Source: an optimization exercise on an open RTL-to-GDS flow (aim: small area, a short achievable clock period and few clock cycles). Production flows keep margins and buffers that such runs may drop. At most, simulation tests tie the RTL to the original design; equivalence was not proved. The RTL of runs 2 to 4 was laid out without a check of its function. No activity file was given, so power comes from the tool's default toggle rates.

--- design/flow/design.v ---
module pft_lzd (
    input  wire        clk,
    input  wire        rst,           
    input  wire [7:0]  reg_addr,      
    input  wire        reg_we,
    input  wire [31:0] reg_wdata,
    output reg  [31:0] reg_rdata,
    output wire        irq,
    output reg         buf_en,
    output reg         buf_we,
    output reg  [16:0] buf_addr,
    output reg  [7:0]  buf_wdata,
    input  wire [7:0]  buf_rdata,
    output reg         out_re,
    output reg  [24:0] out_raddr,
    input  wire [7:0]  out_rdata,
    output reg         out_we,
    output reg  [24:0] out_waddr,
    output reg  [7:0]  out_wdata
);
    localparam [3:0] F_ALIGN   = 4'd2;
    localparam [3:0] F_OOB     = 4'd3;
    localparam [3:0] F_CSUM    = 4'd4;
    localparam [3:0] F_NOSIG   = 4'd5;
    localparam [3:0] F_OVERSZ  = 4'd6;
    localparam [3:0] F_INCOMPL = 4'd7;
    localparam [3:0] F_ZEROOFF = 4'd8;
    localparam [3:0] F_NOTRL   = 4'd9;
    localparam [3:0] F_OUTCAP  = 4'd10;
    localparam [3:0] F_OFFBEF  = 4'd11;
    localparam [3:0] F_ILLCMD  = 4'd12;
    localparam [4:0]
        S_IDLE  = 5'd0,
        S_CMD   = 5'd1,    
        S_CK    = 5'd2,    
        S_CKE   = 5'd3,    
        S_HDR   = 5'd4,    
        S_HDR1  = 5'd5,    
        S_HDRC  = 5'd6,    
        S_RAWC  = 5'd7,    
        S_RAW   = 5'd8,    
        S_RSKIP = 5'd9,    
        S_TOK   = 5'd10,   
        S_MSK1  = 5'd11,   
        S_CP1   = 5'd12,   
        S_EXT   = 5'd13,   
        S_CPC   = 5'd14,   
        S_CPY   = 5'd15,   
        S_TRL   = 5'd16,   
        S_TRL1  = 5'd17,   
        S_IV    = 5'd18,   
        S_XC    = 5'd19,   
        S_XR    = 5'd20,   
        S_XW    = 5'd21;   
    reg  [4:0]  state;
    reg  [1:0]  ctrl_op;
    reg         ctrl_endian;
    reg         ctrl_ie;
    reg         st_done;
    reg         st_err;
    reg  [3:0]  err_code;     
    reg         errf;         
    reg  [31:0] buf_len;
    reg  [7:0]  model;
    reg  [31:0] xbase, xivoff, xstart, xlen;
    reg  [17:0] ic;           
    reg  [25:0] oc;           
    reg  [31:0] iv0, iv1, iv2, iv3;    
    reg         kv;           
    reg  [17:0] sp;           
    reg  [31:0] acc;          
    reg         ckc;          
    reg  [22:0] cnt;          
    reg  [7:0]  s0;           
    reg  [15:0] blen;         
    reg  [15:0] rem;          
    reg  [16:0] mask;         
    reg         mflag;        
    reg  [10:0] offm1;        
    reg  [7:0]  hb;           
    reg         hv;           
    reg         sig_nz;       
    wire busy = (state != S_IDLE);
    assign irq = ctrl_ie & (st_done | st_err);
    wire [7:0] sbyte = hv ? hb : buf_rdata;
    reg pop;                  
    always @* begin
        case (state)
            S_HDR, S_HDR1, S_TRL, S_TRL1, S_TOK, S_MSK1, S_CP1, S_EXT, S_RAW, S_RSKIP:
                pop = 1'b1;
            default:
                pop = 1'b0;
        endcase
    end
    wire stream = (state >= S_CKE) && (state <= S_TRL1);
    wire [31:0] x_diff  = {14'd0, sp} - xbase;           
    wire [6:0]  x_b     = s0[6:0];                       
    wire [4:0]  kidx    = busy ? x_b[6:2] : reg_addr[6:2];
    wire [31:0] tmp0    = iv0 + ~iv2;
    wire [31:0] tmp1    = iv1 + ~iv3;
    wire [31:0] k_t     = (kidx[0] ? tmp1 : tmp0) ^ {32{kidx[1]}};
    reg  [31:0] k_c;
    always @* begin
        case (kidx[4:3])
            2'd0: k_c = iv0;
            2'd1: k_c = iv1;
            2'd2: k_c = iv2;
            default: k_c = iv3;
        endcase
    end
    wire [31:0] k_x     = kidx[2] ? k_t : ~(k_t ^ k_c);
    wire [31:0] k_y     = kidx[2] ? ~k_c : {k_t[30:0] | k_c[30:0], 1'b0};
    wire [31:0] key_w   = k_x + k_y;
    wire [31:0] x_mw    = acc - {x_diff[31:7], 7'd0};
    wire [31:0] x_mword = (x_b[1:0] == 2'd0) ? x_mw : acc;
    reg  [7:0]  x_mbyte;
    always @* begin
        case (ctrl_endian ? ~x_b[1:0] : x_b[1:0])
            2'd0: x_mbyte = x_mword[7:0];
            2'd1: x_mbyte = x_mword[15:8];
            2'd2: x_mbyte = x_mword[23:16];
            default: x_mbyte = x_mword[31:24];
        endcase
    end
    wire [32:0] xsum    = {1'b0, xbase} + {1'b0, (state == S_CMD) ? xivoff : xstart};
    wire [18:0] xend    = {1'b0, xsum[17:0]} + ((state == S_CMD) ? 19'd16 : {1'b0, xlen[17:0]});
    wire        x_oob   = (xsum[32:18] != 15'd0) || ((state != S_CMD) && (xlen[31:18] != 14'd0)) ||
                          (xend > {1'b0, buf_len[17:0]});
    wire [10:0] cp_off   = {s0[7:5], sbyte};
    wire [22:0] cp_len   = {18'd0, s0[4:0]} + 23'd3;
    wire        cp_ext   = (s0[4:0] == 5'd7);
    wire [17:0] sp_inc  = sp + 18'd1;
    wire        ck_last = (sp_inc == buf_len[17:0]);
    wire [8:0]  ck_sum  = {1'b0, acc[7:0]} + {1'b0, buf_rdata} + {8'd0, ckc & (sp[1:0] != 2'd0)};
    wire [7:0]  ck_lane = ck_sum[7:0];
    wire        ck_cout = ck_sum[8];
    wire [25:0] oc_inc  = oc + 26'd1;
    wire [22:0] oc_lop  = (state == S_CP1) ? cp_len : cnt;
    wire [26:0] oc_plus = {1'b0, oc} + {4'd0, oc_lop};
    wire        oc_over = (oc_plus > 27'h200_0000);
    reg  [15:0] hd_len;
    reg         hd_oversz;
    always @* begin
        hd_len    = blen;
        hd_oversz = 1'b0;
        if (blen == 16'hE000) begin
            if (model == 8'd1)      hd_len = 16'hC002;
            else if (model == 8'd2) hd_len = 16'h6000;
            else                    hd_oversz = 1'b1;
        end else if (blen > 16'h8000) begin
            hd_oversz = 1'b1;
        end
    end
    wire [18:0] sp_k     = {1'b0, sp} + ((state == S_HDRC) ? {3'd0, hd_len} + 19'd6 : 19'd2);
    wire        sp_over  = (sp_k > {1'b0, buf_len[17:0]});
    wire        hd_raw1  = (model == 8'd1) && (blen == 16'hE000);
    wire        hd_raw2  = (model == 8'd2) && ((blen == 16'hE000) || (blen == 16'h6000));
    wire        rem0     = (rem == 16'd2);             
    wire        rem_lt2  = (rem[15:2] == 14'd0);       
    wire        rem1     = (rem == 16'd3);             
    wire        gv       = (mask[15:0] != 16'd0);      
    wire [17:0] t_pos    = ic + {16'd0, mflag, 1'b0};  
    reg  [4:0]  nstate;
    reg         flt;
    reg  [3:0]  fcode;
    reg  [31:0] fin, fval;
    reg         fin_done;
    always @* begin
        nstate   = state;
        flt      = 1'b0;
        fcode    = 4'd0;
        fin      = 32'd0;
        fval     = 32'd0;
        fin_done = 1'b0;
        case (state)
            S_CMD: begin
                if (ctrl_op == 2'd3) begin
                    flt = 1'b1; fcode = F_ILLCMD; fin = 32'd0; fval = 32'd3;
                end else if ((buf_len[31:18] != 14'd0) || (buf_len[17] && (buf_len[16:0] != 17'd0))) begin
                    flt = 1'b1; fcode = F_OOB; fin = buf_len; fval = 32'd0;
                end else if (ctrl_op == 2'd0) begin
                    if (buf_len[1:0] != 2'd0) begin
                        flt = 1'b1; fcode = F_CSUM; fin = buf_len; fval = {30'd0, buf_len[1:0]};
                    end else if (buf_len[17:0] == 18'd0) begin
                        flt = 1'b1; fcode = F_OOB; fin = 32'h1F6; fval = 32'd2;
                    end else begin
                        nstate = S_CK;
                    end
                end else begin
                    if (x_oob) begin
                        flt = 1'b1; fcode = F_OOB; fin = xsum[31:0]; fval = 32'd16;
                    end else begin
                        nstate = S_IV;
                    end
                end
            end
            S_CK: if (ck_last) nstate = S_CKE;
            S_CKE: begin
                if (acc != 32'd0) begin
                    flt = 1'b1; fcode = F_CSUM; fin = 32'd0; fval = acc;
                end else if (buf_len[17:0] < 18'h1F8) begin
                    flt = 1'b1; fcode = F_OOB; fin = 32'h1F6; fval = 32'd2;
                end else if (!sig_nz) begin
                    flt = 1'b1; fcode = F_NOSIG; fin = 32'h1F6; fval = 32'd0;
                end else begin
                    nstate = S_HDR;
                end
            end
            S_HDR: begin
                if (sp_over) begin
                    flt = 1'b1; fcode = F_OOB; fin = {14'd0, ic}; fval = 32'd2;
                end else begin
                    nstate = S_HDR1;
                end
            end
            S_HDR1: nstate = S_HDRC;
            S_HDRC: begin
                if (blen == 16'd0) begin
                    fin_done = 1'b1;
                end else if (hd_oversz) begin
                    flt = 1'b1; fcode = F_OVERSZ; fin = {14'd0, ic}; fval = {16'd0, blen};
                end else if (sp_over) begin
                    flt = 1'b1; fcode = F_INCOMPL; fin = {14'd0, ic}; fval = {16'd0, hd_len};
                end else if (hd_raw1 || hd_raw2) begin
                    nstate = S_RAWC;
                end else if (hd_len < 16'd2) begin
                    flt = 1'b1; fcode = F_NOTRL; fin = {14'd0, ic}; fval = {16'd0, hd_len};
                end else begin
                    nstate = (hd_len == 16'd2) ? S_TRL : S_TOK;
                end
            end
            S_RAWC: begin
                if (oc_over) begin
                    flt = 1'b1; fcode = F_OUTCAP; fin = {14'd0, ic}; fval = {9'd0, cnt};
                end else begin
                    nstate = S_RAW;
                end
            end
            S_RAW:   if (cnt == 23'd1) nstate = rem0 ? S_HDR : S_RSKIP;
            S_RSKIP: if (rem1) nstate = S_HDR;
            S_TOK: begin
                if (!gv) begin
                    if (rem_lt2) begin
                        flt = 1'b1; fcode = F_INCOMPL; fin = {14'd0, sp}; fval = {16'd0, blen};
                    end else begin
                        nstate = S_MSK1;
                    end
                end else if (!mask[16]) begin
                    if (rem0) begin
                        flt = 1'b1; fcode = F_INCOMPL; fin = {14'd0, sp}; fval = {16'd0, blen};
                    end else if (oc[25]) begin
                        flt = 1'b1; fcode = F_OUTCAP; fin = {14'd0, sp}; fval = 32'd1;
                    end else begin
                        nstate = rem1 ? S_TRL : S_TOK;
                    end
                end else begin
                    if (rem_lt2) begin
                        flt = 1'b1; fcode = F_INCOMPL; fin = {14'd0, sp}; fval = {16'd0, blen};
                    end else begin
                        nstate = S_CP1;
                    end
                end
            end
            S_MSK1: nstate = S_TOK;
            S_CP1: begin
                if (cp_ext) begin
                    nstate = S_EXT;
                end else if (cp_off == 11'd0) begin
                    flt = 1'b1; fcode = F_ZEROOFF; fin = {14'd0, t_pos}; fval = {9'd0, cp_len};
                end else if ((oc[25:11] == 15'd0) && (cp_off > oc[10:0])) begin
                    flt = 1'b1; fcode = F_OFFBEF; fin = {14'd0, t_pos}; fval = {21'd0, cp_off};
                end else if (oc_over) begin
                    flt = 1'b1; fcode = F_OUTCAP; fin = {14'd0, t_pos}; fval = {9'd0, cp_len};
                end else begin
                    nstate = S_CPY;
                end
            end
            S_EXT: begin
                if (rem0) begin
                    flt = 1'b1; fcode = F_INCOMPL; fin = {14'd0, sp}; fval = {16'd0, blen};
                end else if (sbyte != 8'hFF) begin
                    nstate = S_CPC;
                end
            end
            S_CPC: begin
                if (offm1 == 11'h7FF) begin
                    flt = 1'b1; fcode = F_ZEROOFF; fin = {14'd0, t_pos}; fval = {9'd0, cnt};
                end else if ((oc[25:11] == 15'd0) && (offm1 >= oc[10:0])) begin
                    flt = 1'b1; fcode = F_OFFBEF; fin = {14'd0, t_pos}; fval = {21'd0, offm1 + 11'd1};
                end else if (oc_over) begin
                    flt = 1'b1; fcode = F_OUTCAP; fin = {14'd0, t_pos}; fval = {9'd0, cnt};
                end else begin
                    nstate = S_CPY;
                end
            end
            S_CPY: if (cnt == 23'd1) nstate = rem0 ? S_TRL : S_TOK;
            S_TRL: nstate = S_TRL1;
            S_TRL1: begin
                if ({s0, sbyte} != 16'd0) begin
                    flt = 1'b1; fcode = F_NOTRL; fin = {14'd0, ic}; fval = {16'd0, s0, sbyte};
                end else begin
                    nstate = S_HDR;
                end
            end
            S_IV: begin
                if (cnt[3:0] == 4'd0) begin
                    if (ctrl_op == 2'd2) fin_done = 1'b1;
                    else                 nstate = S_XC;
                end
            end
            S_XC: begin
                if (xstart[6:0] != 7'd0 || xlen[6:0] != 7'd0) begin
                    flt = 1'b1; fcode = F_ALIGN; fin = xstart; fval = xlen;
                end else if (xlen == 32'd0) begin
                    fin_done = 1'b1;
                end else if (x_oob) begin
                    flt = 1'b1; fcode = F_OOB; fin = xsum[31:0]; fval = xlen;
                end else begin
                    nstate = S_XR;
                end
            end
            S_XR: nstate = S_XW;
            S_XW: if (cnt == 23'd1) fin_done = 1'b1; else nstate = S_XR;
            default: nstate = S_IDLE;
        endcase
        if (flt || fin_done) nstate = S_IDLE;
    end
    always @* begin
        buf_en    = 1'b0;
        buf_we    = 1'b0;
        buf_addr  = sp_inc[16:0];
        buf_wdata = buf_rdata ^ x_mbyte;
        out_re    = 1'b0;
        out_raddr = oc[24:0] + {14'h3FFF, ~((state == S_CP1) ? cp_off : offm1)} +
                    {24'd0, (state == S_CP1) || ((state == S_CPY) && (offm1 != 11'd0))};
        out_we    = 1'b0;
        out_waddr = oc[24:0];
        out_wdata = sbyte;
        case (state)
            S_CMD: begin
                buf_en = 1'b1;
                if (ctrl_op != 2'd0) buf_addr = xsum[16:0];
            end
            S_CK: begin
                buf_en = 1'b1;
                if (ck_last) buf_addr = 17'h200;
            end
            S_IV: buf_en = (cnt[3:0] != 4'd0);
            S_TOK: begin
                buf_en = 1'b1;
                out_we = gv & ~mask[16] & ~rem0 & ~oc[25];
            end
            S_RAW: begin
                buf_en = 1'b1;
                out_we = 1'b1;
            end
            S_CP1: begin
                buf_en = 1'b1;
                out_re = 1'b1;
            end
            S_CPC: out_re = 1'b1;
            S_CPY: begin
                out_re    = 1'b1;
                out_we    = 1'b1;
                out_wdata = out_rdata;
            end
            S_XR: begin
                buf_en   = 1'b1;
                buf_addr = sp[16:0];
            end
            S_XW: begin
                buf_en   = 1'b1;
                buf_we   = 1'b1;
                buf_addr = sp[16:0];
            end
            default: buf_en = pop;
        endcase
    end
    always @* begin
        reg_rdata = 32'd0;
        if (reg_addr[7]) begin
            if (kv) reg_rdata = key_w;
        end else begin
            case (reg_addr[6:2])
                5'h00: reg_rdata = {27'd0, ctrl_ie, ctrl_endian, ctrl_op, 1'b0};
                5'h01: reg_rdata = {16'd0, 4'd0, st_err ? err_code : 4'd0, 5'd0, st_err, st_done, busy};
                5'h02: reg_rdata = buf_len;
                5'h03: reg_rdata = {24'd0, model};
                5'h04: reg_rdata = xbase;
                5'h05: reg_rdata = xivoff;
                5'h06: reg_rdata = xstart;
                5'h07: reg_rdata = xlen;
                5'h08: reg_rdata = {6'd0, oc};
                5'h09: reg_rdata = {14'd0, ic};
                5'h0A: reg_rdata = errf ? {blen, mask[15:0]} : 32'd0;
                5'h0B: reg_rdata = errf ? {6'd0, oc} : 32'd0;
                5'h0C: reg_rdata = errf ? acc : 32'd0;
                5'h0D: reg_rdata = 32'h0200_0000;
                5'h0E: reg_rdata = 32'h0002_0000;
                default: reg_rdata = 32'd0;
            endcase
        end
    end
    wire start = reg_we && (reg_addr == 8'h00) && !busy && reg_wdata[0];
    always @(posedge clk) begin
        if (rst) begin
            state       <= S_IDLE;
            ctrl_op     <= 2'd0;
            ctrl_endian <= 1'b0;
            ctrl_ie     <= 1'b0;
            st_done     <= 1'b0;
            st_err      <= 1'b0;
            errf        <= 1'b0;
            buf_len     <= 32'd0;
            model       <= 8'd0;
            xbase       <= 32'd0;
            xivoff      <= 32'd0;
            xstart      <= 32'd0;
            xlen        <= 32'd0;
            ic          <= 18'd0;
            oc          <= 26'd0;
            kv          <= 1'b0;
        end else begin
            if (reg_we) begin
                case (reg_addr)
                    8'h00: begin
                        ctrl_ie <= reg_wdata[4];
                        if (!busy) begin
                            ctrl_op     <= reg_wdata[2:1];
                            ctrl_endian <= reg_wdata[3];
                        end
                    end
                    8'h04: begin
                        if (reg_wdata[1]) st_done <= 1'b0;
                        if (reg_wdata[2]) st_err  <= 1'b0;
                    end
                    8'h08: if (!busy) buf_len <= reg_wdata;
                    8'h0C: if (!busy) model   <= reg_wdata[7:0];
                    8'h10: if (!busy) xbase   <= reg_wdata;
                    8'h14: if (!busy) xivoff  <= reg_wdata;
                    8'h18: if (!busy) xstart  <= reg_wdata;
                    8'h1C: if (!busy) xlen    <= reg_wdata;
                    default: ;
                endcase
            end
            if (start) begin
                st_done <= 1'b0;
                st_err  <= 1'b0;
                errf    <= 1'b0;
                ic      <= 18'd0;
                oc      <= 26'd0;
                state   <= S_CMD;
            end else begin
                state <= nstate;
            end
            if (flt) begin
                st_err <= 1'b1;
                errf   <= 1'b1;
            end
            if (fin_done) st_done <= 1'b1;
            if (state == S_IV && cnt[3:0] == 4'd0) kv <= 1'b1;
            if (!flt) case (state)
                S_CKE:  ic <= 18'h200;
                S_HDRC: ic <= sp;                       
                S_RAW:  if (cnt == 23'd1 && rem0) ic <= sp_inc;
                S_RSKIP: if (rem1) ic <= sp_inc;
                S_TOK:  if (gv && !mask[16]) ic <= sp_inc;
                S_CPY:  if (cnt == 23'd1) ic <= sp;
                S_TRL1: ic <= sp_inc;
                S_XW:   if (cnt == 23'd1) ic <= sp_inc;
                default: ;
            endcase
            if (out_we) oc <= oc_inc;
        end
    end
    always @(posedge clk) begin
        hb <= sbyte;
        if (stream) begin
            hv <= ~pop;
            if (pop) sp <= sp_inc;
        end
        if (flt) err_code <= fcode;
        case (state)
            S_IDLE: sp <= 18'h3FFFF;        
            S_CMD: begin
                acc    <= 32'd0;
                ckc    <= 1'b0;
                sig_nz <= 1'b0;
                cnt    <= 23'd15;
                sp     <= (ctrl_op == 2'd0) ? 18'd0 : xsum[17:0];
            end
            S_CK: begin
                hv  <= 1'b0;
                acc <= {ck_lane, acc[31:8]};
                ckc <= ck_cout;
                if ((sp[17:1] == 17'h000FB) && (buf_rdata != 8'd0)) sig_nz <= 1'b1;
                sp  <= ck_last ? 18'h200 : sp_inc;
            end
            S_HDR:  s0   <= sbyte;
            S_HDR1: blen <= {s0, sbyte};
            S_HDRC: begin
                blen  <= hd_len;
                cnt   <= hd_raw1 ? 23'h00C000 : 23'h006000;
                rem   <= (hd_raw1 || hd_raw2) ? (hd_raw1 ? 16'd4 : 16'd2) : hd_len;
                mask  <= 17'd0;
                mflag <= 1'b0;
            end
            S_RAW:   cnt <= cnt - 23'd1;
            S_RSKIP: rem <= rem - 16'd1;
            S_TOK: begin
                s0  <= sbyte;
                rem <= rem - 16'd1;
                if (!gv) begin
                    mflag <= 1'b1;
                end else begin
                    mask <= {mask[15:0], 1'b0};
                    if (!mask[16]) mflag <= 1'b0;
                end
            end
            S_MSK1: begin
                mask <= {s0, sbyte, 1'b1};
                rem  <= rem - 16'd1;
            end
            S_CP1: begin
                offm1 <= cp_off - 11'd1;
                cnt   <= cp_len;
                rem   <= rem - 16'd1;
            end
            S_EXT: begin
                cnt <= cnt + {15'd0, sbyte};
                rem <= rem - 16'd1;
            end
            S_CPY: begin
                cnt <= cnt - 23'd1;
                if (cnt == 23'd1) mflag <= 1'b0;
            end
            S_TRL: s0 <= sbyte;
            S_IV: begin
                sp  <= sp_inc;
                cnt <= cnt - 23'd1;
                if (ctrl_endian) iv3 <= {iv3[23:0], buf_rdata};
                else             iv3 <= {buf_rdata, iv3[31:8]};
                if (cnt[1:0] == 2'd0 && cnt[3:2] != 2'd0) begin
                    iv2 <= ctrl_endian ? {iv3[23:0], buf_rdata} : {buf_rdata, iv3[31:8]};
                    iv1 <= iv2;
                    iv0 <= iv1;
                end
            end
            S_XC: begin
                cnt <= {5'd0, xlen[17:0]};
                sp  <= xsum[17:0];
                s0  <= 8'd0;
            end
            S_XR: if (x_b[1:0] == 2'd0) acc <= key_w;
            S_XW: begin
                cnt <= cnt - 23'd1;
                sp  <= sp_inc;
                s0  <= s0 + 8'd1;
                if (x_b[1:0] == 2'd0) acc <= x_mw;
            end
            default: ;
        endcase
        if (flt) begin
            acc        <= fval;               
            blen       <= fin[31:16];         
            mask[15:0] <= fin[15:0];
        end
    end
endmodule
--- design/flow/flow/run.sh ---
#!/bin/bash
# Own flow: the standard layout (standard.sh), with the synthesis script
# replaced by flow/synth.tcl. Each tool's output goes to a log file here.
set -euo pipefail
W=$(pwd)
sed "s#SYNTH_SCRIPT=[^ ]*#SYNTH_SCRIPT=$W/flow/synth.tcl#" standard.sh > own_standard.sh
grep -q "SYNTH_SCRIPT=$W/flow/synth.tcl" own_standard.sh
bash own_standard.sh finish > make_finish.log 2>&1
test -s out/final.def
--- design/flow/flow/synth.tcl ---
set ::env(SYNTH_OPERATIONS_ARGS) "-nofsm"
proc synth {args} { yosys synth -nofsm -noshare {*}$args }
source $::env(SCRIPTS_DIR)/synth.tcl
# left out here: clear keep_hierarchy, flatten, clean up, hide names made inside functions, write 1_2_yosys.v
--- design/flow/standard.sh ---
#!/bin/bash
# synth_recipe.tcl (not shown) runs the flow's synth.tcl, then flattens the netlist and writes it again
# the make line also repeats each setting of config.mk as NAME=value (left out here)
make -C /OpenROAD-flow-scripts/flow DESIGN_CONFIG=/design/flow/config.mk WORK_HOME=/design/flow/orfs CLKGATE_MAP_FILE= SYNTH_SCRIPT=/design/flow/synth_recipe.tcl "${@:-finish}"
--- design/flow/config.mk ---
export PLATFORM = sky130hd
export DESIGN_NAME = pft_lzd
export DESIGN_NICKNAME = pft_lzd
export VERILOG_FILES = /design/flow/design.v
export SDC_FILE = /design/flow/constraint.sdc
export NUM_CORES = 8
export LEC_CHECK = 0
export CAP_MARGIN = 20
export CORE_MARGIN = 2
export CORE_UTILIZATION = 35
export SETUP_SLACK_MARGIN = 2
export SLEW_MARGIN = 20
--- design/flow/constraint.sdc ---
create_clock -name core_clock -period 12.0 [get_ports {clk}]
set_input_delay 2.4000 -clock core_clock [delete_from_list [all_inputs] [get_ports {clk}]]
set_output_delay 2.4000 -clock core_clock [all_outputs]
set_load 0.01 [all_outputs]
==> impl_results.md, run 1 <==
- Global-route wire length before repair: 316,600 um
- Share of Yosys cell area claimed by the top area cell type: 18.67%
- Run status: no timing/DRC/antenna violations
- Proportion of total power due to net switching: 48.61%
- Number of enable-type register cells in the synthesized netlist: 276
- Cell depth of the worst min-delay path: 0
- Crit start category: primary input
- Vias in the first global route: 41,841
- Final-layout setup total negative slack: 0 ns
- Routed Wire Length: 227,000 um
- R2r setup slk: 2.27 ns
- Worst VDD drop: 0.2162 mV
- Number of cells in the design after placement: 6,976
- Area growth, synth to finish: 16.66%
- Die Area: 129,700 sq um
- F_max: 97.18 MHz
- Startpoint of the most critical register-to-register path: state[0]
- Transition time at the pin with the least slew margin: 1.250 ns
- Core region area: 125,700 sq um
- H-tree depth reported by CTS: 3
- Power consumption: 10.75 mW
- Count of unresolved DRC violations after routing: 0
- DRT antenna net count: 0
- Part of the Yosys area used for sequential elements: 29.22%
- Cell area after synthesis: 44,400 sq um
- Area leader, netlist: sky130_fd_sc_hd__edfxtp_1
- Ys flop type: sky130_fd_sc_hd__edfxtp_1
- Ratio of cells with drive above 1 in the final layout: 9.212%
- WL/cell: 31.81 um
- Bufs on Longest Clock Path: 3
- Clock tree from TritonCTS: done
- Ratio of final minimum period to clock period: 85.75%
- Reported net switching power: 5.224 mW
- Register bit total from synthesis: 510
- Via count: 45,044
- Average cell area after synthesis: 8.394 sq um
- Cell internal pwr: 5.522 mW
- Post-route insts no fill: 7,137
- Power density over cell area: 207.4 nW/um^2
- Count of input and output buffers: 178
- Top-Level Pins: 179
- Clk sink count: 510
- Endpoint arrival time on the critical path: 7.89 ns
- Count of endpoints failing setup in the final report: 0
- Number of violations of the max-capacitance limit: 0
- Number of buffers added by the clock tree synthesis step: 67
- R2r endpoint: state[2]
- Gate count after technology mapping: 5,290
- RePlAce Congestion: 1.089
- Unrepaired setup endpoints after global routing: yes
- Fin. max-slew vios: 0
- Iteration-0 DRC Markers: 6,616
- Total count of hold-check failures in the final report: 0
- Yosys warning count: 1
- Router iterations before antenna repair: 10
- Total routing resource utilization after global routing: 33.77%
- Clock power frac: 20.4%
- Worst hold slack: 0.4472 ns
- Total nets after synthesis: 5,904
- Share of synthesized registers carrying an async set or reset: 0%
- Number of cells traversed by the worst register-to-register path: 29
- Min-delay src: iv2[27]
- Relative slew slack: 15.73%
- Dpl hpwl: 175,800 um
- Hold/Removal Path Class: reg2reg
- Die height: 360.2 um
- Pin count of the biggest net entering global routing: 81
- Cell at the root of the clock tree: sky130_fd_sc_hd__clkbuf_16
- Most common cell in the synthesized netlist: sky130_fd_sc_hd__nand2_1
- Register share of total power: 23.0%
- Via/cell ratio: 6.311
- Width of the die: 360.2 um
- Top cells by instance count after synthesis: sky130_fd_sc_hd__nand2_1, sky130_fd_sc_hd__a21oi_1, sky130_fd_sc_hd__ha_1
- Category of the worst setup path capture point: output port
- Number of antenna violations at the first check in global routing: 13
- Final min period: 10.29 ns
- Largest fanout on the critical path: 4
- Area of placed instances: 48,530 sq um
- Total overflow reported by the global router: 0
- Hold Crit Endpoint: iv1[27]
- Proportion of power drawn by combinational gates: 56.6%
- Layout net count: 6,044
- Synth unique cells: 86
- Maximum clock skew at final layout: 0.04502 ns
- Site Rows: 130
- Summed area of non-filler cells in the final layout: 51,800 sq um
- Effective utilization at floorplan: 35.31%
- Clock latency on the worst-skew pair: 0.68 ns
- Cell types occupying the most area after synthesis: sky130_fd_sc_hd__edfxtp_1, sky130_fd_sc_hd__ha_1, sky130_fd_sc_hd__dfxtp_1
- Worst endpoint required time: 9.60 ns
- Leakage power of the design: 20.95 nW
- Clock-pin slew reported for the worst setup and hold paths after clock tree synthesis: 0.06 ns
- Crit Path Class: in2out
==> repair_timing <==
action | CTS | global route
hold buffers | 0 | 0
gates resized for setup | 108 | 66
pin swaps | 19 | 12
endpoints found under the setup margin | 111 | 183
gates cloned | 1 | 0
setup buffers | 17 | 16
==> routing by layer <==
layer	track usage, %	up-vias	wire length (um)
met1	43.39	21704	87330
met3	9.835	820	28360
met5	0	-	77
met2	48.68	3124	92250
met4	23.03	12	19020
li1	-	19384	-
==> critical path, stage by stage <==
cell                            delay, ns
sky130_fd_sc_hd__dlygate4sd2_1       0.37
sky130_fd_sc_hd__a21oi_4             0.26
sky130_fd_sc_hd__o211ai_1            0.11
sky130_fd_sc_hd__o21ai_0             0.12
sky130_fd_sc_hd__ha_1                0.27
sky130_fd_sc_hd__mux2i_1             0.14
sky130_fd_sc_hd__ha_1                0.16
sky130_fd_sc_hd__inv_1               0.05
sky130_fd_sc_hd__fa_1                0.41
sky130_fd_sc_hd__inv_1               0.11
sky130_fd_sc_hd__a21o_1              0.15
sky130_fd_sc_hd__a21oi_2             0.08
sky130_fd_sc_hd__o21bai_1            0.19
sky130_fd_sc_hd__a31o_2              0.21
sky130_fd_sc_hd__a31o_4              0.21
sky130_fd_sc_hd__a311oi_2            0.12
sky130_fd_sc_hd__nor3_2              0.31
sky130_fd_sc_hd__a41o_1              0.28
sky130_fd_sc_hd__o41ai_4             0.08
sky130_fd_sc_hd__o21a_1              0.21
sky130_fd_sc_hd__fa_2                0.38
sky130_fd_sc_hd__xnor2_1             0.14
sky130_fd_sc_hd__xnor2_1             0.23
sky130_fd_sc_hd__xnor2_1             0.17
sky130_fd_sc_hd__xnor2_1             0.11
sky130_fd_sc_hd__buf_4               0.22
sky130_fd_sc_hd__o22ai_2             0.21
sky130_fd_sc_hd__buf_2               0.19
==> flip-flops by register name (all words and copies together) (netlist names), 16 cells and up <==
signal	cells
ic	18
mask	17
rem	16
cnt	23
blen	16
xbase	32
xstart	32
iv0	32
iv2	32
iv1	32
xivoff	32
acc	32
buf_len	32
oc	26
xlen	32
iv3	32
sp	18
==> placed cells by master (no fill, tap or decap), types with 39 or more instances in the layout <==
master,Yosys,layout
sky130_fd_sc_hd__nand2_1,825,823
sky130_fd_sc_hd__clkbuf_16,0,73
sky130_fd_sc_hd__fa_1,127,115
sky130_fd_sc_hd__inv_1,381,372
sky130_fd_sc_hd__dfxtp_1,234,231
sky130_fd_sc_hd__a221oi_1,57,57
sky130_fd_sc_hd__nor4_1,68,63
sky130_fd_sc_hd__ha_1,428,427
sky130_fd_sc_hd__o21ai_0,322,311
sky130_fd_sc_hd__nor3_1,59,54
sky130_fd_sc_hd__o221ai_1,41,41
sky130_fd_sc_hd__a22oi_1,96,96
sky130_fd_sc_hd__nand2b_1,46,46
sky130_fd_sc_hd__nor2b_1,44,44
sky130_fd_sc_hd__clkdlybuf4s50_1,0,156
sky130_fd_sc_hd__xnor2_1,138,130
sky130_fd_sc_hd__and3_1,66,66
sky130_fd_sc_hd__xor2_1,100,91
sky130_fd_sc_hd__a21oi_1,441,427
sky130_fd_sc_hd__nand3_1,101,101
sky130_fd_sc_hd__a21o_1,96,96
sky130_fd_sc_hd__a221o_1,39,39
sky130_fd_sc_hd__mux2i_1,92,84
sky130_fd_sc_hd__o22ai_1,63,60
sky130_fd_sc_hd__and2_1,55,54
sky130_fd_sc_hd__nand4_1,43,43
sky130_fd_sc_hd__buf_4,27,206
sky130_fd_sc_hd__a222oi_1,43,43
sky130_fd_sc_hd__o211ai_1,56,56
sky130_fd_sc_hd__nor2_1,264,249
sky130_fd_sc_hd__edfxtp_1,276,276
==> kinds of logic after synthesis <==
kind of cell | synth area share [%]
buf+inv | 6.273
flops | 29.22
xor+xnor | 4.695
compound gates | 21.88
fa+ha+maj | 17.79
mux | 2.733
simple gates | 17.42
==> cell type report <==
type	instances	area [sq um]
Tap cell	1650	2064
Fill cell	12680	73930
Antenna cell	5	12.51
Inverter	384	1456
Sequential cell	510	12980
Timing Repair Buffer	395	3567
Clock inverter	34	380.4
Multi-Input combinational cell	4072	29410
Clock buffer	87	1929
==> per-stage QoR <==
step	util, %	setup WS [ns]
2_1_floorplan	-	2.024
3_3_place_gp	38.58	0.4887
3_5_place_dp	38.60	0.4176
4_1_cts	40.90	1.817
5_1_grt	41.19	1.465
6_report	41.20	1.710
==> power by group through the flow <==
stage,combinational [mW],clock (mW),sequential (mW)
2_1_floorplan,2.91,0,2.26
3_3_place_gp,5.28,0,2.47
3_5_place_dp,5.32,0,2.46
4_1_cts,5.60,2.21,2.43
5_1_grt,6.35,2.26,2.45
6_report,6.08,2.19,2.47
==> worst max path at each step <==
| stage | start | depth (start not counted) | slack [ns] | end |
|---|---|---|---|---|
| floorplan | reg_addr[6] | 26 | 2.02 | reg_rdata[31] |
| global placement | reg_addr[6] | 27 | 0.49 | reg_rdata[31] |
| detailed placement | reg_addr[2] | 26 | 0.42 | reg_rdata[31] |
| CTS | iv2[0] | 39 | 1.82 | reg_rdata[31] |
| global route | reg_addr[5] | 28 | 1.46 | reg_rdata[31] |
| finish | reg_addr[5] | 28 | 1.71 | reg_rdata[31] |
Testbench counts, summed over its fixed seeds: cycles 429,267.
==> inputs of run 2 (changes only) <==
--- a/design/flow/design.v
+++ b/design/flow/design.v
@@ -83,17 +83,21 @@
     wire busy = (state != S_IDLE);
     assign irq = ctrl_ie & (st_done | st_err);
     wire [7:0] sbyte = hv ? hb : buf_rdata;
+    wire cpy_last = (cnt == 23'd1);
+    wire cpy_mrg;
     reg pop;                  
     always @* begin
         case (state)
             S_HDR, S_HDR1, S_TRL, S_TRL1, S_TOK, S_MSK1, S_CP1, S_EXT, S_RAW, S_RSKIP:
                 pop = 1'b1;
+            S_CPY:
+                pop = cpy_mrg;
             default:
                 pop = 1'b0;
         endcase
     end
     wire stream = (state >= S_CKE) && (state <= S_TRL1);
-    wire [31:0] x_diff  = {14'd0, sp} - xbase;           
+    wire [24:0] x_relh  = {blen, offm1[8:0]};
     wire [6:0]  x_b     = s0[6:0];                       
     wire [4:0]  kidx    = busy ? x_b[6:2] : reg_addr[6:2];
     wire [31:0] tmp0    = iv0 + ~iv2;
@@ -111,7 +115,7 @@
     wire [31:0] k_x     = kidx[2] ? k_t : ~(k_t ^ k_c);
     wire [31:0] k_y     = kidx[2] ? ~k_c : {k_t[30:0] | k_c[30:0], 1'b0};
     wire [31:0] key_w   = k_x + k_y;
-    wire [31:0] x_mw    = acc - {x_diff[31:7], 7'd0};
+    wire [31:0] x_mw    = acc - {x_relh, 7'd0};
     wire [31:0] x_mword = (x_b[1:0] == 2'd0) ? x_mw : acc;
     reg  [7:0]  x_mbyte;
     always @* begin
@@ -122,9 +126,11 @@
             default: x_mbyte = x_mword[31:24];
         endcase
     end
-    wire [32:0] xsum    = {1'b0, xbase} + {1'b0, (state == S_CMD) ? xivoff : xstart};
+    wire [31:0] xsum_b  = (state == S_CMD) ? xivoff : xstart;
+    wire [32:0] xsum    = {1'b0, xbase} + {1'b0, xsum_b};
     wire [18:0] xend    = {1'b0, xsum[17:0]} + ((state == S_CMD) ? 19'd16 : {1'b0, xlen[17:0]});
-    wire        x_oob   = (xsum[32:18] != 15'd0) || ((state != S_CMD) && (xlen[31:18] != 14'd0)) ||
+    wire        x_hi    = (xbase[31:18] != 14'd0) || (xsum_b[31:18] != 14'd0) || xsum[18];
+    wire        x_oob   = x_hi || ((state != S_CMD) && (xlen[31:18] != 14'd0)) ||
                           (xend > {1'b0, buf_len[17:0]});
     wire [10:0] cp_off   = {s0[7:5], sbyte};
     wire [22:0] cp_len   = {18'd0, s0[4:0]} + 23'd3;
@@ -136,8 +142,8 @@
     wire        ck_cout = ck_sum[8];
     wire [25:0] oc_inc  = oc + 26'd1;
     wire [22:0] oc_lop  = (state == S_CP1) ? cp_len : cnt;
-    wire [26:0] oc_plus = {1'b0, oc} + {4'd0, oc_lop};
-    wire        oc_over = (oc_plus > 27'h200_0000);
+    wire [23:0] oc_plus = {1'b0, oc[22:0]} + {1'b0, oc_lop};
+    wire        oc_over = oc[25] || (oc[24] && oc[23] && oc_plus[23] && (oc_plus[22:0] != 23'd0));
     reg  [15:0] hd_len;
     reg         hd_oversz;
     always @* begin
@@ -151,14 +157,16 @@
             hd_oversz = 1'b1;
         end
     end
-    wire [18:0] sp_k     = {1'b0, sp} + ((state == S_HDRC) ? {3'd0, hd_len} + 19'd6 : 19'd2);
+    wire [18:0] sp_k     = {1'b0, sp} + {3'd0, hd_len} + 19'd6;
     wire        sp_over  = (sp_k > {1'b0, buf_len[17:0]});
+    wire        cke_ok   = (acc == 32'd0) && (buf_len[17:0] >= 18'h1F8) && sig_nz;
     wire        hd_raw1  = (model == 8'd1) && (blen == 16'hE000);
     wire        hd_raw2  = (model == 8'd2) && ((blen == 16'hE000) || (blen == 16'h6000));
     wire        rem0     = (rem == 16'd2);             
     wire        rem_lt2  = (rem[15:2] == 14'd0);       
     wire        rem1     = (rem == 16'd3);             
     wire        gv       = (mask[15:0] != 16'd0);      
+    assign      cpy_mrg  = cpy_last && !rem_lt2 && (!gv || mask[16]);
     wire [17:0] t_pos    = ic + {16'd0, mflag, 1'b0};  
     reg  [4:0]  nstate;
     reg         flt;
@@ -202,17 +210,13 @@
                     flt = 1'b1; fcode = F_OOB; fin = 32'h1F6; fval = 32'd2;
                 end else if (!sig_nz) begin
                     flt = 1'b1; fcode = F_NOSIG; fin = 32'h1F6; fval = 32'd0;
+                end else if (buf_len[17:0] < 18'h202) begin
+                    flt = 1'b1; fcode = F_OOB; fin = 32'h200; fval = 32'd2;
                 end else begin
                     nstate = S_HDR;
                 end
             end
-            S_HDR: begin
-                if (sp_over) begin
-                    flt = 1'b1; fcode = F_OOB; fin = {14'd0, ic}; fval = 32'd2;
-                end else begin
-                    nstate = S_HDR1;
-                end
-            end
+            S_HDR:  nstate = S_HDR1;
             S_HDR1: nstate = S_HDRC;
             S_HDRC: begin
                 if (blen == 16'd0) begin
@@ -293,7 +297,7 @@
                     nstate = S_CPY;
                 end
             end
-            S_CPY: if (cnt == 23'd1) nstate = rem0 ? S_TRL : S_TOK;
+            S_CPY: if (cpy_last) nstate = cpy_mrg ? (gv ? S_CP1 : S_MSK1) : (rem0 ? S_TRL : S_TOK);
             S_TRL: nstate = S_TRL1;
             S_TRL1: begin
                 if ({s0, sbyte} != 16'd0) begin
@@ -360,6 +364,7 @@
             end
             S_CPC: out_re = 1'b1;
             S_CPY: begin
+                buf_en    = pop;
                 out_re    = 1'b1;
                 out_we    = 1'b1;
                 out_wdata = out_rdata;
@@ -459,8 +464,8 @@
             end
             if (fin_done) st_done <= 1'b1;
             if (state == S_IV && cnt[3:0] == 4'd0) kv <= 1'b1;
+            if (state == S_CKE && cke_ok) ic <= 18'h200;
             if (!flt) case (state)
-                S_CKE:  ic <= 18'h200;
                 S_HDRC: ic <= sp;                       
                 S_RAW:  if (cnt == 23'd1 && rem0) ic <= sp_inc;
                 S_RSKIP: if (rem1) ic <= sp_inc;
@@ -532,7 +537,13 @@
             end
             S_CPY: begin
                 cnt <= cnt - 23'd1;
-                if (cnt == 23'd1) mflag <= 1'b0;
+                if (cpy_last) mflag <= 1'b0;
+                if (cpy_mrg) begin
+                    s0  <= sbyte;
+                    rem <= rem - 16'd1;
+                    if (!gv) mflag <= 1'b1;
+                    else     mask  <= {mask[15:0], 1'b0};
+                end
             end
             S_TRL: s0 <= sbyte;
             S_IV: begin
@@ -547,9 +558,11 @@
                 end
             end
             S_XC: begin
-                cnt <= {5'd0, xlen[17:0]};
-                sp  <= xsum[17:0];
-                s0  <= 8'd0;
+                cnt  <= {5'd0, xlen[17:0]};
+                sp   <= xsum[17:0];
+                s0   <= 8'd0;
+                blen <= xstart[31:16];
+                offm1[8:0] <= xstart[15:7];
             end
             S_XR: if (x_b[1:0] == 2'd0) acc <= key_w;
             S_XW: begin
@@ -557,6 +570,7 @@
                 sp  <= sp_inc;
                 s0  <= s0 + 8'd1;
                 if (x_b[1:0] == 2'd0) acc <= x_mw;
+                if (x_b == 7'd127) {blen, offm1[8:0]} <= x_relh + 25'd1;
             end
             default: ;
         endcase
==> design/flow/run.sh (new file) <==
#!/bin/bash
# synth_recipe.tcl (not shown) runs the flow's synth.tcl, then flattens the netlist and writes it again
# the make line also repeats each setting of config.mk as NAME=value (left out here)
make -C /OpenROAD-flow-scripts/flow DESIGN_CONFIG=/design/flow/config.mk WORK_HOME=/design/flow/orfs CLKGATE_MAP_FILE= SYNTH_SCRIPT=/design/flow/synth_recipe.tcl finish
--- a/design/flow/config.mk
+++ b/design/flow/config.mk
@@ -8,5 +8,5 @@
 export CAP_MARGIN = 20
 export CORE_MARGIN = 2
 export CORE_UTILIZATION = 35
-export SETUP_SLACK_MARGIN = 2
+export SETUP_SLACK_MARGIN = 2.5
 export SLEW_MARGIN = 20
removed: design/flow/flow/run.sh
removed: design/flow/flow/synth.tcl
removed: design/flow/standard.sh
==> run 2 against run 1 <==
Against the previous run: sequential cell count unchanged; core utilization shrank 0.85 points; combinational power rose by 58%; final area rose by 3.8%; synthesized cell count is 11% higher; fmax rose by 9.3%; cell count is 8.8% higher; clock skew shrank 0.012 ns.
==> impl_results.md, run 2 <==
- R2r endpoint: blen[4] (was state[2])
- Bufs on Longest Clock Path: 3 (unchanged)
- Register bit total from synthesis: 510 (unchanged)
- Setup crit start: reg_addr[5] (unchanged)
- Cell area after synthesis: 46,890 sq um (was 44,400 sq um)
- WL/cell: 32.46 um (was 31.81 um)
- Total routing resource utilization after global routing: 35.48% (was 33.77%)
- Complex-gate fraction of the synthesized area: 26.24% (was 21.88%)
- Final min period: 9.412 ns (was 10.29 ns)
- Number of violations of the max-capacitance limit: 0 (unchanged)
- Top cells by instance count after synthesis: sky130_fd_sc_hd__nand2_1, sky130_fd_sc_hd__a21oi_1, sky130_fd_sc_hd__nor2_1 (was sky130_fd_sc_hd__nand2_1, sky130_fd_sc_hd__a21oi_1, sky130_fd_sc_hd__ha_1)
- Most frequent cells in the layout: sky130_fd_sc_hd__nand2_1, sky130_fd_sc_hd__a21oi_1, sky130_fd_sc_hd__nor2_1 (was sky130_fd_sc_hd__nand2_1, sky130_fd_sc_hd__a21oi_1, sky130_fd_sc_hd__ha_1)
- Yosys warning count: 1 (unchanged)
- R2r setup slk: 2.74 ns (was 2.27 ns)
- Average cell area after synthesis: 8.018 sq um (was 8.394 sq um)
- Via/cell ratio: 6.571 (was 6.311)
- Gate count after technology mapping: 5,849 (was 5,290)
- Ratio of cells with drive above 1 in the final layout: 8.925% (was 9.212%)
- Startpoint of the most critical register-to-register path: blen[11] (was state[0])
- XOR/XNOR Fraction of Synth Area: 6.414% (was 4.695%)
- Number of cells traversed by the worst register-to-register path: 36 (was 29)
- Hold/Removal Path Class: reg2reg (unchanged)
- Library cell contributing the largest single delay on the critical path: sky130_fd_sc_hd__o22ai_1 (was sky130_fd_sc_hd__fa_1)
- Clk sink count: 510 (unchanged)
- Most common cell after layout, fill and taps aside: sky130_fd_sc_hd__nand2_1 (unchanged)
- Transition time at the pin with the least slew margin: 1.227 ns (was 1.250 ns)
- Hold Crit Endpoint: xivoff[7] (was iv1[27])
- Total overflow reported by the global router: 0 (unchanged)
- Category of the worst setup path capture point: output port (unchanged)
- Endpoint arrival time on the critical path: 7.01 ns (was 7.89 ns)
- Number of buffers added by the clock tree synthesis step: 66 (was 67)
- Global-route wire length before repair: 349,800 um (was 316,600 um)
- Layout net count: 6,351 (was 6,044)
- Total count of hold-check failures in the final report: 0 (unchanged)
- Dpl hpwl: 192,000 um (was 175,800 um)
- Count of endpoints failing setup in the final report: 0 (unchanged)
- Worst VDD drop: 0.3488 mV (was 0.2162 mV)
- Number of fill cells: 13,637 (was 12,680)
- Unrepaired setup endpoints after global routing: yes (unchanged)
- Power density over cell area: 266.4 nW/um^2 (was 207.4 nW/um^2)
- Total nets after synthesis: 6,276 (was 5,904)
- Die Area: 136,900 sq um (was 129,700 sq um)
- Clock latency on the worst-skew pair: 0.71 ns (was 0.68 ns)
- Clock-pin slew reported for the worst setup and hold paths after clock tree synthesis: 0.06 ns (about the same)
- Relative slew slack: 17.88% (was 15.73%)
- Die height: 370.0 um (was 360.2 um)
- RePlAce Congestion: 1.112 (was 1.089)
- Router iterations before antenna repair: 12 (was 10)
- Top-Level Pins: 179 (unchanged)
- Width of the die: 370.0 um (was 360.2 um)
- Adder-cell share of the synthesized area: 10.03% (was 17.79%)
- Final-layout setup total negative slack: 0 ns (unchanged)
- Ys flop type: sky130_fd_sc_hd__edfxtp_1 (unchanged)
- Cells traversed along the worst timing path: buf_2 > mux2i_4 > buf_12 > mux4_2 > inv_1 > ha_1 > nor2_1 > nor2_2 > inv_1 > ha_1 > a211oi_2 > o21bai_1 > a31o_2 > a21o_1 > a21o_1 > a21oi_1 > xor2_1 > o22ai_1 > clkdlybuf4s50_1
- Number of antenna violations at the first check in global routing: 28 (was 13)
- Fin. max-slew vios: 0 (unchanged)
- Share of Yosys cell area claimed by the top area cell type: 17.67% (was 18.67%)
- Vias in the first global route: 46,014 (was 41,841)
- Clock tree from TritonCTS: done (unchanged)
- Area growth, synth to finish: 14.68% (was 16.66%)
- Cell at the root of the clock tree: sky130_fd_sc_hd__clkbuf_16 (unchanged)
- Crit start category: primary input (unchanged)
- H-tree depth reported by CTS: 3 (unchanged)
- F_max: 106.2 MHz (was 97.18 MHz)
- Maximum clock skew at final layout: 0.03296 ns (was 0.04502 ns)
- Largest fanout on the critical path: 11 (was 4)
- Crit Path Class: in2out (unchanged)
- Count of input and output buffers: 178 (unchanged)
- DRT antenna net count: 0 (unchanged)
- Area leader, netlist: sky130_fd_sc_hd__edfxtp_1 (unchanged)
- Run status: no timing/DRC/antenna violations (unchanged)
- Min-delay src: xivoff[7] (was iv2[27])
- Area fraction in and, or, nand and nor cells after synthesis: 19.26% (was 17.42%)
- Synth unique cells: 104 (was 86)
- Effective utilization at floorplan: 35.18% (was 35.31%)
- Worst endpoint required time: 9.60 ns (about the same)
- Ratio of final minimum period to clock period: 78.43% (was 85.75%)
- Leakage power of the design: 20.89 nW (was 20.95 nW)
- Cell depth of the worst min-delay path: 2 (was 0)
- Largest family of logic cells by synthesized area: compound AO/OA/AOI/OAI gates (unchanged)
- Count of unresolved DRC violations after routing: 0 (unchanged)
- Share of synthesized registers carrying an async set or reset: 0% (unchanged)
- Most common cell in the synthesized netlist: sky130_fd_sc_hd__nand2_1 (unchanged)
- Multiplexer area fraction after synthesis: 4.843% (was 2.733%)
- Routed Wire Length: 252,100 um (was 227,000 um)
- Iteration-0 DRC Markers: 7,882 (was 6,616)
- CP peak stage delay: 0.68 ns (was 0.41 ns)
- Final core area utilization: 40.35% (was 41.20%)
- Via count: 51,029 (was 45,044)
- Pin count of the biggest net entering global routing: 107 (was 81)
- Number of enable-type register cells in the synthesized netlist: 276 (unchanged)
- Core region area: 133,300 sq um (was 125,700 sq um)
- Part of the Yosys area used for sequential elements: 27.66% (was 29.22%)
- Site Rows: 134 (was 130)
- Cell types occupying the most area after synthesis: sky130_fd_sc_hd__edfxtp_1, sky130_fd_sc_hd__dfxtp_1, sky130_fd_sc_hd__ha_1 (was sky130_fd_sc_hd__edfxtp_1, sky130_fd_sc_hd__ha_1, sky130_fd_sc_hd__dfxtp_1)
## run 2: timing repair
action / in CTS / in global routing
resized for setup: 77 / 55
hold buffers: 0 / 0
hold endpoints to repair: 0 / 0
cloned: 0 / 1
pin swaps: 5 / 12
setup endpoints to repair: 157 / 165
buffers inserted: 8 / 18
## run 2: report_power, final
part / total [mW] / leakage [nW] / internal [mW] / switching, mW
Clock: 2.04 / 1.03 / 1.14 / 0.907
Combinational: 9.58 / 15.4 / 3.67 / 5.91
Sequential: 2.70 / 4.42 / 2.19 / 0.511
## run 2: layout make-up
type,count,area (sq um),area share [%]
inverter,285,1072,1.994
clock inverter,26,239.0,0.4444
multi-input combinational,4677,31930,59.37
tap,1768,2212,4.113
timing repair buffer,384,3431,6.379
clock buffer,90,1857,3.453
sequential,510,12970,24.12
antenna,26,65.06,0.1210
## run 2: layer usage
metal  track usage [%]  part of all wire [%]  up-vias
li1                  -                     -    21899
met5                 0                  0.14        -
met3             13.73                    14      804
met1             46.17                    39    24759
met2             50.86                    41     3535
met4             17.53                   5.8       32
## run 2: worst max path at each step
| stage | to | slack, ns | cells past startpoint |
|---|---|---|---|
| after floorplan | reg_rdata[17] | 2.87 | 19 |
| after global placement | reg_rdata[30] | 1.06 | 19 |
| after detailed placement | reg_rdata[17] | 0.97 | 19 |
| after CTS | reg_rdata[23] | 2.53 | 22 |
| after global routing | reg_rdata[31] | 2.35 | 25 |
| final | reg_rdata[9] | 2.59 | 19 |
## run 2: metrics by stage
step	std cells	hold WS [ns]	setup slack [ns]	instance area (sq um)	total power, mW
final	7766	0.4764	2.588	53780	14.33
after global routing	7741	0.4960	2.346	53720	15.01
after CTS	7721	0.4736	2.529	53360	13.81
after detailed placement	7597	0.4630	0.9681	50930	11.46
after global placement	7597	0.4558	1.058	50930	11.38
after floorplan	5849	0.4442	2.868	46900	8.295
## run 2: kinds of logic after synthesis
| logic type | Yosys count |
|---|---|
| buffers and inverters | 662 |
| XOR/XNOR | 334 |
| AND/OR/NAND/NOR | 1950 |
| flip-flops | 510 |
| adder cells (fa/ha/maj) | 368 |
| AO/OA/AOI/OAI | 1844 |
| multiplexers | 181 |
## run 2: worst max-delay path: cells and delay by family
kind / cells / cell delay [ns]
buffers and inverters: 5 / 1.15
AOI/OAI and AO/OA: 7 / 1.86
adders and majority gates: 2 / 0.47
and+or+nand+nor: 2 / 0.19
xor gates and xnor gates: 1 / 0.23
muxes: 2 / 0.70
==> inputs of run 3 (changes only) <==
--- a/design/flow/config.mk
+++ b/design/flow/config.mk
@@ -8,5 +8,5 @@
 export CAP_MARGIN = 20
 export CORE_MARGIN = 2
 export CORE_UTILIZATION = 35
-export SETUP_SLACK_MARGIN = 2.5
+export SETUP_SLACK_MARGIN = 3
 export SLEW_MARGIN = 20
==> run 3 against run 2 <==
Against the previous run: clock power grew 8%; critical path depth shrank 9; core utilization grew 1.0 points; highest routed layer unchanged.
==> impl_results.md, run 3 <==
- Clk sink count: 510 (unchanged)
- Count of unresolved DRC violations after routing: 0 (unchanged)
- Hold/Removal Path Class: reg2reg (unchanged)
- Effective utilization at floorplan: 35.18% (unchanged)
- Area growth, synth to finish: 17.64% (was 14.68%)
- Final-layout setup total negative slack: 0 ns (unchanged)
- Total nets after synthesis: 6,276 (unchanged)
- Share of synthesized registers carrying an async set or reset: 0% (unchanged)
- Ratio of final minimum period to clock period: 75.63% (was 78.43%)
- Number of hold buffers added after cts: 0 (unchanged)
- Number of cells in the design after placement: 7,592 (was 7,597)
- Worst endpoint required time: 9.60 ns (about the same)
- Cell types occupying the most area after synthesis: sky130_fd_sc_hd__edfxtp_1, sky130_fd_sc_hd__dfxtp_1, sky130_fd_sc_hd__ha_1 (unchanged)
- Summed area of non-filler cells in the final layout: 55,170 sq um (was 53,780 sq um)
- Category of the worst setup path capture point: output port (unchanged)
- Most frequent cells in the layout: sky130_fd_sc_hd__nand2_1, sky130_fd_sc_hd__a21oi_1, sky130_fd_sc_hd__nor2_1 (unchanged)
- Final core area utilization: 41.39% (was 40.35%)
- Number of enable-type register cells in the synthesized netlist: 276 (unchanged)
- Worst hold slack: 0.4734 ns (was 0.4764 ns)
- Vias in the first global route: 46,334 (was 46,014)
- Pin count of the biggest net entering global routing: 76 (was 107)
- Setup slack after placement: 1.468 ns (was 0.9681 ns)
- Startpoint of the most critical register-to-register path: state[3] (was blen[11])
- Area leader, netlist: sky130_fd_sc_hd__edfxtp_1 (unchanged)
- H-tree depth reported by CTS: 3 (unchanged)
- Number of violations of the max-capacitance limit: 0 (unchanged)
- Die height: 370.0 um (unchanged)
- Clock-pin slew reported for the worst setup and hold paths after clock tree synthesis: 0.06 ns (about the same)
- Routed Wire Length: 255,600 um (was 252,100 um)
- WL/cell: 32.63 um (was 32.46 um)
- Worst VDD drop: 0.4024 mV (was 0.3488 mV)
- F_max: 110.2 MHz (was 106.2 MHz)
- Leakage power of the design: 21.49 nW (was 20.89 nW)
- Number of buffers added by the clock tree synthesis step: 68 (was 66)
- Count of endpoints failing setup in the final report: 0 (unchanged)
- Final min period: 9.075 ns (was 9.412 ns)
- Register cell area after layout: 12,970 sq um (unchanged)
- Maximum clock skew at final layout: 0.05430 ns (was 0.03296 ns)
- Clock latency on the worst-skew pair: 0.71 ns (about the same)
- Total routing resource utilization after global routing: 35.73% (was 35.48%)
- Top-Level Pins: 179 (unchanged)
- Count of input and output buffers: 178 (unchanged)
- Dpl hpwl: 194,200 um (was 192,000 um)
- Ratio of cells with drive above 1 in the final layout: 11.64% (was 8.925%)
- Ys flop type: sky130_fd_sc_hd__edfxtp_1 (unchanged)
- Fin. max-slew vios: 0 (unchanged)
- Transition time at the pin with the least slew margin: 1.172 ns (was 1.227 ns)
- Setup slack after layout: 2.925 ns (was 2.588 ns)
- Area of placed instances: 50,890 sq um (was 50,930 sq um)
- Part of the Yosys area used for sequential elements: 27.66% (unchanged)
- Global-route wire length before repair: 351,800 um (was 349,800 um)
- Post-route insts no fill: 7,832 (was 7,766)
- Power density over cell area: 282.5 nW/um^2 (was 266.4 nW/um^2)
- Total overflow reported by the global router: 0 (unchanged)
- Core region area: 133,300 sq um (unchanged)
- Share of Yosys cell area claimed by the top area cell type: 17.67% (unchanged)
- Register bit total from synthesis: 510 (unchanged)
- Crit Path Class: in2out (unchanged)
- Setup crit start: reg_addr[4] (was reg_addr[5])
- Largest fanout on the critical path: 16 (was 11)
- Min-delay src: xivoff[3] (was xivoff[7])
- Cell at the root of the clock tree: sky130_fd_sc_hd__clkbuf_16 (unchanged)
- Crit start category: primary input (unchanged)
- Average cell area after synthesis: 8.018 sq um (unchanged)
- Die Area: 136,900 sq um (unchanged)
- DRT antenna net count: 0 (unchanged)
- Most common cell in the synthesized netlist: sky130_fd_sc_hd__nand2_1 (unchanged)
- Gate count after technology mapping: 5,849 (unchanged)
- Layout net count: 6,424 (was 6,351)
- Iteration-0 DRC Markers: 7,718 (was 7,882)
- Yosys warning count: 1 (unchanged)
- Multi-input combinational cell area: 32,470 sq um (was 31,930 sq um)
- Unrepaired setup endpoints after global routing: yes (unchanged)
- Bufs on Longest Clock Path: 3 (unchanged)
- Number of fill cells: 13,556 (was 13,637)
- Top cells by instance count after synthesis: sky130_fd_sc_hd__nand2_1, sky130_fd_sc_hd__a21oi_1, sky130_fd_sc_hd__nor2_1 (unchanged)
- Router iterations before antenna repair: 9 (was 12)
- Via/cell ratio: 6.530 (was 6.571)
- Width of the die: 370.0 um (unchanged)
- Relative slew slack: 21.58% (was 17.88%)
- Site Rows: 134 (unchanged)
- Endpoint arrival time on the critical path: 6.68 ns (was 7.01 ns)
- Power consumption: 15.58 mW (was 14.33 mW)
- Clock tree from TritonCTS: done (unchanged)
- Run status: no timing/DRC/antenna violations (unchanged)
- Synth unique cells: 104 (unchanged)
- Most common cell after layout, fill and taps aside: sky130_fd_sc_hd__nand2_1 (unchanged)
- Number of antenna violations at the first check in global routing: 40 (was 28)
- Cell area after synthesis: 46,890 sq um (unchanged)
- Total count of hold-check failures in the final report: 0 (unchanged)
- Via count: 51,143 (was 51,029)
- RePlAce Congestion: 1.085 (was 1.112)
[run 3: worst max-delay path, stage by stage]
cell                              delay, ns
sky130_fd_sc_hd__clkdlybuf4s50_1       0.45
sky130_fd_sc_hd__buf_4                 0.24
sky130_fd_sc_hd__or3b_2                0.59
sky130_fd_sc_hd__nor2_4                0.58
sky130_fd_sc_hd__buf_4                 0.38
sky130_fd_sc_hd__a22oi_1               0.22
sky130_fd_sc_hd__nand4_1               0.25
sky130_fd_sc_hd__a221oi_1              0.09
sky130_fd_sc_hd__o22ai_1               0.74
sky130_fd_sc_hd__clkdlybuf4s50_1       0.69
[run 3: final timing paths]
path | slack, ns | cells after the start | endpoint
max | 2.92 | 10 | reg_rdata[3]
min | 0.47 | 2 | xivoff[3]
max reg2reg | 3.27 | 37 | blen[4]
min reg2reg | 0.47 | 2 | xivoff[3]
[run 3: layer usage]
layer  routed length, um  share of wire (%)  GRT usage [%]
met1              102900                 40          46.75
met2              105500                 41          51.75
met3               31030                 12          11.48
met4               15720                6.2          19.69
met5                 366               0.14              0
[run 3: cells by family after synthesis]
kind of cell,count (synthesis),share of synthesized area (%)
AND/OR/NAND/NOR,1950,19.26
flip-flops,510,27.66
buffers and inverters,662,5.560
adder cells (fa/ha/maj),368,10.03
XOR/XNOR,334,6.414
multiplexers,181,4.843
AO/OA/AOI/OAI,1844,26.24
[run 3: layout make-up]
cell class	count	share of cell area, %
Antenna cell	14	0.06351
Clock buffer	92	3.622
Tap cell	1768	4.010
Timing Repair Buffer	454	7.378
Multi-Input combinational cell	4678	58.86
Sequential cell	510	23.52
Inverter	285	1.939
Clock inverter	31	0.6101
[run 3: power breakdown]
part / internal (mW) / leakage [nW] / switching (mW) / total, mW
Clock: 1.28 / 1.15 / 0.918 / 2.20
Sequential: 2.19 / 4.42 / 0.531 / 2.72
Combinational: 4.37 / 15.9 / 6.29 / 10.7
[run 3: repair_timing]
action,in CTS,in global routing
gates resized for setup,185,106
buffers inserted,61,38
pin swaps,60,43
setup endpoints to repair,179,173
gates cloned,2,2
==> inputs of run 4 (changes only) <==
==> design/flow/flow/run.sh (new file) <==
#!/bin/bash
# Own flow: the standard layout (standard.sh, unchanged synthesis), with the
# port buffers made of sky130_fd_sc_hd__buf_4 instead of the delay buffer that
# buffer_ports picks by default. Every port still gets its own buffer.
set -euo pipefail
W=$(pwd)
sed 's#^make -C \(.*\) "\${@:-finish}"$#make -C \1 "BUFFER_PORTS_ARGS=-buffer_cell sky130_fd_sc_hd__buf_4" "${@:-finish}"#' standard.sh > own_standard.sh
grep -q 'BUFFER_PORTS_ARGS=-buffer_cell sky130_fd_sc_hd__buf_4' own_standard.sh
bash own_standard.sh finish > make_finish.log 2>&1
test -s out/final.def
==> design/flow/standard.sh (new file) <==
#!/bin/bash
# synth_recipe.tcl (not shown) runs the flow's synth.tcl, then flattens the netlist and writes it again
# the make line also repeats each setting of config.mk as NAME=value (left out here)
make -C /OpenROAD-flow-scripts/flow DESIGN_CONFIG=/design/flow/config.mk WORK_HOME=/design/flow/orfs CLKGATE_MAP_FILE= SYNTH_SCRIPT=/design/flow/synth_recipe.tcl "${@:-finish}"
removed: design/flow/run.sh
==> run 4 against run 3 <==
Against the previous run: still clean on timing, DRC and antenna; sequential cell count unchanged; sequential share of layout area is 0.42 points higher; non-clock buffer count is 34 lower.
==> impl_results.md, run 4 <==
- Cell types occupying the most area after synthesis: sky130_fd_sc_hd__edfxtp_1, sky130_fd_sc_hd__dfxtp_1, sky130_fd_sc_hd__ha_1 (unchanged)
- Clock tree from TritonCTS: done (unchanged)
- Area growth, synth to finish: 15.58% (was 17.64%)
- Number of buffers added by the clock tree synthesis step: 66 (was 68)
- H-tree depth reported by CTS: 3 (unchanged)
- Die Area: 136,900 sq um (unchanged)
- Leakage power of the design: 21.30 nW (was 21.49 nW)
- Site Rows: 134 (unchanged)
- Global-route wire length before repair: 353,500 um (was 351,800 um)
- DRT antenna net count: 0 (unchanged)
- Yosys warning count: 1 (unchanged)
- Final min period: 8.952 ns (was 9.075 ns)
- Buffering stage count on the worst path with inverters included: 7 (was 4)
- Complex-gate fraction of the synthesized area: 26.24% (unchanged)
- Pin count of the biggest net entering global routing: 83 (was 76)
- Number of cells in the design after placement: 7,577 (was 7,592)
- Relative slew slack: 15.73% (was 21.58%)
- Dpl hpwl: 195,200 um (was 194,200 um)
- Via/cell ratio: 6.567 (was 6.530)
- Vias in the first global route: 46,103 (was 46,334)
- Category of the worst setup path capture point: output port (unchanged)
- RePlAce Congestion: 1.119 (was 1.085)
- Count of input and output buffers: 178 (unchanged)
- Iteration-0 DRC Markers: 8,236 (was 7,718)
- Fin. max-slew vios: 0 (unchanged)
- Synth unique cells: 104 (unchanged)
- Cells traversed along the worst timing path: buf_12 > mux2i_4 > buf_12 > buf_12 > buf_8 > mux4_2 > inv_2 > ha_4 > mux2i_2 > ha_1 > a21o_1 > a31o_4 > buf_4 > a21o_1 > a21o_1 > a21oi_1 > xor2_2 > o22ai_1 > buf_4 (was clkdlybuf4s50_1 > buf_4 > or3b_2 > nor2_4 > buf_4 > a22oi_1 > nand4_1 > a221oi_1 > o22ai_1 > clkdlybuf4s50_1)
- Family with the most delay on the worst path: compound AO/OA/AOI/OAI gates (was buffers and inverters)
- Layout net count: 6,389 (was 6,424)
- Number of fill cells: 13,670 (was 13,556)
- Transition time at the pin with the least slew margin: 1.259 ns (was 1.172 ns)
- Ratio of cells with drive above 1 in the final layout: 13.42% (was 11.64%)
- Width of the die: 370.0 um (unchanged)
- Clk sink count: 510 (unchanged)
- Total overflow reported by the global router: 0 (unchanged)
- Most common cell in the synthesized netlist: sky130_fd_sc_hd__nand2_1 (unchanged)
- Bufs on Longest Clock Path: 3 (unchanged)
- Most frequent cells in the layout: sky130_fd_sc_hd__nand2_1, sky130_fd_sc_hd__a21oi_1, sky130_fd_sc_hd__buf_4 (was sky130_fd_sc_hd__nand2_1, sky130_fd_sc_hd__a21oi_1, sky130_fd_sc_hd__nor2_1)
- Area leader, netlist: sky130_fd_sc_hd__edfxtp_1 (unchanged)
- F_max: 111.7 MHz (was 110.2 MHz)
- Area fraction in and, or, nand and nor cells after synthesis: 19.26% (unchanged)
- Total routing resource utilization after global routing: 35.99% (was 35.73%)
- Average cell area after synthesis: 8.018 sq um (unchanged)
- WL/cell: 32.94 um (was 32.63 um)
- XOR/XNOR Fraction of Synth Area: 6.414% (unchanged)
- Register cell area after layout: 12,970 sq um (unchanged)
- Power density over cell area: 279.1 nW/um^2 (was 282.5 nW/um^2)
- Hold/Removal Path Class: reg2reg (unchanged)
- Count of endpoints failing setup in the final report: 0 (unchanged)
- Total count of hold-check failures in the final report: 0 (unchanged)
- Clock-pin slew reported for the worst setup and hold paths after clock tree synthesis: 0.05 ns (was 0.06 ns)
- Largest family of logic cells by synthesized area: compound AO/OA/AOI/OAI gates (unchanged)
- Final-layout setup total negative slack: 0 ns (unchanged)
- Post-route insts no fill: 7,801 (was 7,832)
- Gate count after technology mapping: 5,849 (unchanged)
- Unrepaired setup endpoints after global routing: yes (unchanged)
- Via count: 51,232 (was 51,143)
- Crit Path Class: in2out (unchanged)
- Register bit total from synthesis: 510 (unchanged)
- Number of enable-type register cells in the synthesized netlist: 276 (unchanged)
- Number of hold buffers added after cts: 0 (unchanged)
- Maximum clock skew at final layout: 0.04123 ns (was 0.05430 ns)
- Die height: 370.0 um (unchanged)
- Router iterations before antenna repair: 8 (was 9)
- Core region area: 133,300 sq um (unchanged)
- Number of antenna violations at the first check in global routing: 36 (was 40)
- Top cells by instance count after synthesis: sky130_fd_sc_hd__nand2_1, sky130_fd_sc_hd__a21oi_1, sky130_fd_sc_hd__nor2_1 (unchanged)
- Most common cell after layout, fill and taps aside: sky130_fd_sc_hd__nand2_1 (unchanged)
- Endpoint arrival time on the critical path: 6.55 ns (was 6.68 ns)
- Run status: no timing/DRC/antenna violations (unchanged)
- Cell at the root of the clock tree: sky130_fd_sc_hd__clkbuf_16 (unchanged)
## run 4: cell counts after synthesis
Identical to the previous run, type by type.
## run 4: cell families (layout without fill, tap and decap cells)
| family | Yosys count | in the layout |
|---|---|---|
| muxes | 181 | 182 |
| adders and majority gates | 368 | 368 |
| and+or+nand+nor | 1950 | 1950 |
| buffers and inverters | 662 | 825 |
| AOI/OAI and AO/OA | 1844 | 1844 |
| other | 0 | 20 |
| DFF | 510 | 510 |
| xor gates and xnor gates | 334 | 334 |
## run 4: stage by stage
| stage | hold WS [ns] | power [mW] | utilization [%] | setup slack [ns] | instance area (sq um) |
|---|---|---|---|---|---|
| CTS | 0.4730 | 14.25 | 39.92 | 2.994 | 53210 |
| floorplan | 0.4442 | 8.298 | - | 3.070 | 46900 |
| global route | 0.4897 | 15.76 | 40.63 | 2.860 | 54150 |
| global placement | 0.4581 | 11.54 | 37.76 | 2.095 | 50340 |
| finish | 0.4742 | 15.13 | 40.66 | 3.048 | 54200 |
| detailed placement | 0.4654 | 11.57 | 37.77 | 1.996 | 50340 |
## run 4: area by class of cell
class                      instances  area share (%)
inverter                         285           1.995
tap                             1768           4.081
antenna                           20         0.09234
clock buffer                      89           3.456
clock inverter                    30          0.5633
multi-input combinational       4678           59.59
timing repair inverter             1         0.01385
timing repair buffer             420           6.272
sequential                       510           23.94
## run 4: worst reg2reg max path, delay by kind of cell, from the launching register on
family	cells	cell delay [ns]
and+or+nand+nor	9	2.21
DFF	1	0.31
AOI/OAI and AO/OA	16	3.26
adders and majority gates	3	0.81
buffers and inverters	7	1.41
xor gates and xnor gates	2	0.45
## run 4: timing repair
item | CTS | global route
cloned | 2 | 3
buffers inserted | 32 | 48
setup endpoints to repair | 180 | 161
gates resized for setup | 79 | 121
pin swaps | 26 | 55
## run 4: path summary, 6_finish.rpt
path,from,to,slack [ns],depth (start not counted)
setup / recovery,reg_addr[6],reg_rdata[9],3.05,19
hold / removal,xivoff[7],xivoff[7],0.47,2
setup reg to reg,state[4],acc[0],3.29,37
hold reg to reg,xivoff[7],xivoff[7],0.47,2
## run 4: routing by layer
metal	vias to the layer above	global-route usage (%)	wire length, um	share of wire [%]
met4	18	19.82	16530	6.4
met5	-	0	111	0.043
met3	780	10.88	31480	12
met1	25001	47.77	102900	40
li1	21932	-	-	-
met2	3501	51.81	105900	41
## run 4: power by group
group          internal (mW)  total (mW)  switching, mW
Clock                   1.16        2.08          0.919
Sequential              2.19        2.71          0.518
Combinational           4.02        10.3           6.32
